What follows belongs to an exercise in optimizing a design on an open flow for small area; a production flow would make more cautious choices. At most, simulation tests tie the RTL to the original design; equivalence was not proved.

== north ==
Design dmr_framer, start of the top module:
module dmr_framer (
    input  wire         clk,
    input  wire         rst,            
    input  wire         in_valid,
    input  wire [1:0]   in_dibit,
    input  wire [4:0]   search_thr,     
    input  wire [4:0]   sync_thr,       
    output wire         pll_valid,
    output wire [15:0]  pll_offset,     
    output reg          loss_valid,
    output wire [13:0]  loss_bits,
    output reg          burst_valid,
    output wire [287:0] burst_bits,
    output wire [4:0]   burst_sync,
    output reg  [1:0]   burst_lock,
    output wire [7:0]   burst_errors
);
For scale: ~2200 cells after synthesis, roughly 320 flip-flops, roughly 350 I/O pins.
Settings: LEC_CHECK=0, CAP_MARGIN=20, CORE_MARGIN=2, CORE_UTILIZATION=40, SLEW_MARGIN=20; clock period 12.0 ns.
run.sh (not shown) runs the stock make flow with config.mk's settings and CLKGATE_MAP_FILE= SYNTH_SCRIPT=/design/flow/synth_recipe.tcl, a recipe that flattens the netlist after the stock synthesis.
Input-level comparison between south and north:
- setting CTS_BUF_LIST to sky130_fd_sc_hd__clkbuf_4 for the first time
==> flow/flow/run.sh (new file) <==
#!/bin/bash
# The standard layout, with the port buffers made from the smallest buffer cell.
set -euo pipefail
bash standard.sh BUFFER_PORTS_ARGS="-buffer_cell sky130_fd_sc_hd__buf_1" finish > make_finish.log 2>&1
==> flow/standard.sh (new file) <==
#!/bin/bash
# synth_recipe.tcl (not shown) runs the flow's synth.tcl, then flattens the netlist and writes it again
# the make line also repeats each setting of config.mk as NAME=value (left out here)
make -C /OpenROAD-flow-scripts/flow DESIGN_CONFIG=/design/flow/config.mk WORK_HOME=/design/flow/orfs CLKGATE_MAP_FILE= SYNTH_SCRIPT=/design/flow/synth_recipe.tcl "${@:-finish}"
removed: flow/run.sh
==> run notes <==
| final hold slack | north vs south | ≈ equal |. On met1 layer wirelength in the final routing, the lower figure sits with south, not north. Capture point of the critical path = err[4]$_SDFF_PN0_: south; capture point of the critical path = mb[34]$_DFFE_PP_: north. On total placed cells including tap cells, south and north are neck and neck.
No run of this note included a check of the RTL's function; only the layout flow was run.

* * *

Setup of v6:
Another version of the RTL of dmr_framer (not shown whole).
For scale: ~2200 cells after synthesis, about 350 I/O pins.
==> flow/design.v (excerpt) <==
module dmr_framer (
    input  wire         clk,
    input  wire         rst,            
    input  wire         in_valid,
    input  wire [1:0]   in_dibit,
    input  wire [4:0]   search_thr,     
    input  wire [4:0]   sync_thr,       
    output wire         pll_valid,
    output wire [15:0]  pll_offset,     
    output reg          loss_valid,
    output wire [13:0]  loss_bits,
    output reg          burst_valid,
    output wire [287:0] burst_bits,
    output wire [4:0]   burst_sync,
    output wire [1:0]   burst_lock,
    output wire [7:0]   burst_errors
);
    localparam [4:0] P_UNKNOWN = 5'd20;
    function ge4(input [3:0] x, input [3:0] y);
        integer i;
        reg c;
        begin
            c = 1'b1;
            for (i = 0; i < 4; i = i + 1) c = (x[i] & ~y[i]) | ((x[i] | ~y[i]) & c);
            ge4 = c;
        end
    endfunction
    function [4:0] next_voice(input [4:0] p);
        if (p == 5'd1)
            next_voice = 5'd10;
        else if (p >= 5'd10 && p < 5'd14)
            next_voice = p + 5'd1;
        else if (p == 5'd3 || p == 5'd6 || p == 5'd7)
            next_voice = 5'd15;
        else if (p >= 5'd15 && p < 5'd19)
            next_voice = p + 5'd1;
        else
            next_voice = P_UNKNOWN;
    endfunction
    reg [287:0] mb;         
    reg [12:0]  q;          
    reg         z;          
    reg         synced;
    reg [4:0]   trc;        
    reg [4:0]   tro;        
    reg         fb;         
    reg         r_hit;      
    reg [4:0]   r_wid;
    reg [1:0]   r_lock;
    reg [4:0]   r_err;
  ...
export LEC_CHECK = 0
export CAP_MARGIN = 20
export CORE_MARGIN = 2
export CORE_UTILIZATION = 45
export CTS_BUF_LIST = sky130_fd_sc_hd__clkbuf_8
export CTS_CLUSTER_DIAMETER = 60
export CTS_CLUSTER_SIZE = 22
export SLEW_MARGIN = 20
export SYNTH_HIERARCHICAL = 1
export SYNTH_MINIMUM_KEEP_SIZE = 0
create_clock -name core_clock -period 12.0 [get_ports {clk}]
standard.sh (not shown) runs the stock make flow with config.mk's settings and CLKGATE_MAP_FILE= SYNTH_SCRIPT=/design/flow/synth_recipe.tcl, a recipe that flattens the netlist after the stock synthesis.
==> flow/flow/run.sh <==
#!/bin/bash
# The standard layout (the standard.sh, standard synthesis included) with
# two changes: the port buffers are made from the smallest buffer cell, and
# clock tree synthesis adds no dummy loads. make's output goes to
# make_finish.log here; ORFS writes each step's log under orfs/logs/.
set -euo pipefail
bash standard.sh \
  BUFFER_PORTS_ARGS="-buffer_cell sky130_fd_sc_hd__buf_1" \
  CTS_ARGS="-sink_clustering_enable -repair_clock_nets -buf_list sky130_fd_sc_hd__clkbuf_8 -sink_clustering_size 22 -sink_clustering_max_diameter 60 -dont_use_dummy_load" \
  finish > make_finish.log 2>&1
Looking at the reports, v6 completed the entire flow and the layout it produced met the timing, design-rule and antenna checks.
Here is what was changed in the inputs of v7 compared with v6.
-- flow/flow/run.sh --
<<< v6, line 7
bash standard.sh \
  BUFFER_PORTS_ARGS="-buffer_cell sky130_fd_sc_hd__buf_1" \
  CTS_ARGS="-sink_clustering_enable -repair_clock_nets -buf_list sky130_fd_sc_hd__clkbuf_8 -sink_clustering_size 22 -sink_clustering_max_diameter 60 -dont_use_dummy_load" \
  finish > make_finish.log 2>&1
>>> v7, line 7
bash standard.sh \
  BUFFER_PORTS_ARGS="-buffer_cell sky130_fd_sc_hd__buf_1" \
  CTS_ARGS="-sink_clustering_enable -repair_clock_nets -buf_list sky130_fd_sc_hd__clkbuf_8 -sink_clustering_size 16 -sink_clustering_max_diameter 50 -dont_use_dummy_load" \
  finish > make_finish.log 2>&1
-- flow/config.mk --
<<< v6, line 10
export CORE_UTILIZATION = 45
export CTS_BUF_LIST = sky130_fd_sc_hd__clkbuf_8
export CTS_CLUSTER_DIAMETER = 60
export CTS_CLUSTER_SIZE = 22
export SLEW_MARGIN = 20
export SYNTH_HIERARCHICAL = 1
>>> v7, line 10
export CORE_UTILIZATION = 45
export CTS_BUF_LIST = sky130_fd_sc_hd__clkbuf_8
export CTS_CLUSTER_DIAMETER = 50
export CTS_CLUSTER_SIZE = 16
export SLEW_MARGIN = 20
export SYNTH_HIERARCHICAL = 1
## What came out
Comparing met3 track utilization from global routing for v7 and v6, the smaller number came from v6. Net total in the final layout of v7 is on par with v6. Going from v6 to v7, worst hold slack down 0.011 ns; multi-input combinational area share down 0.25 points; wire length saw an increase. v7 vs. v6: final critical-path share of the clock period was more or less identical; final worst slack went up by 0.0092 ns; total inserted antenna cells was more or less identical. On ratio of cells with drive above 1 in the final layout: v7 sits above v6. Between v7 and v6, area added between synthesis and finish is higher for v7, v6 comes in under that.

## static timing again, ports no longer ideal
Ports are ideal in the flow. The routed layouts listed here were re-timed in OpenROAD. Step 1 assumes that a clkbuf_16 drives the clock port and a buf_2 every other input. Step 2 times the ports against the registers' clock, not the clock port: input delays grow and output delays shrink by t, the midpoint of the rising clock arrivals with the driver on. a / b / c = ideal ports / drivers / drivers and shift; a / b = the first two.
run | t (ns) | setup WS [ns] | clock arrival spread, ns | worst register clock-pin slew, ns
north | 0.619 | 0.847 / 0.847 / 0.847 | 0.042 / 0.042 | 0.06 / 0.06
south | 0.894 | 0.790 / 0.790 / 0.790 | 0.105 / 0.105 | 0.07 / 0.07
v6 | 0.631 | 0.925 / 0.925 / 0.925 | 0.094 / 0.094 | 0.12 / 0.12
v7 | 0.652 | 0.934 / 0.934 / 0.934 | 0.104 / 0.104 | 0.10 / 0.10
After both steps setup and hold are still met in every run listed.
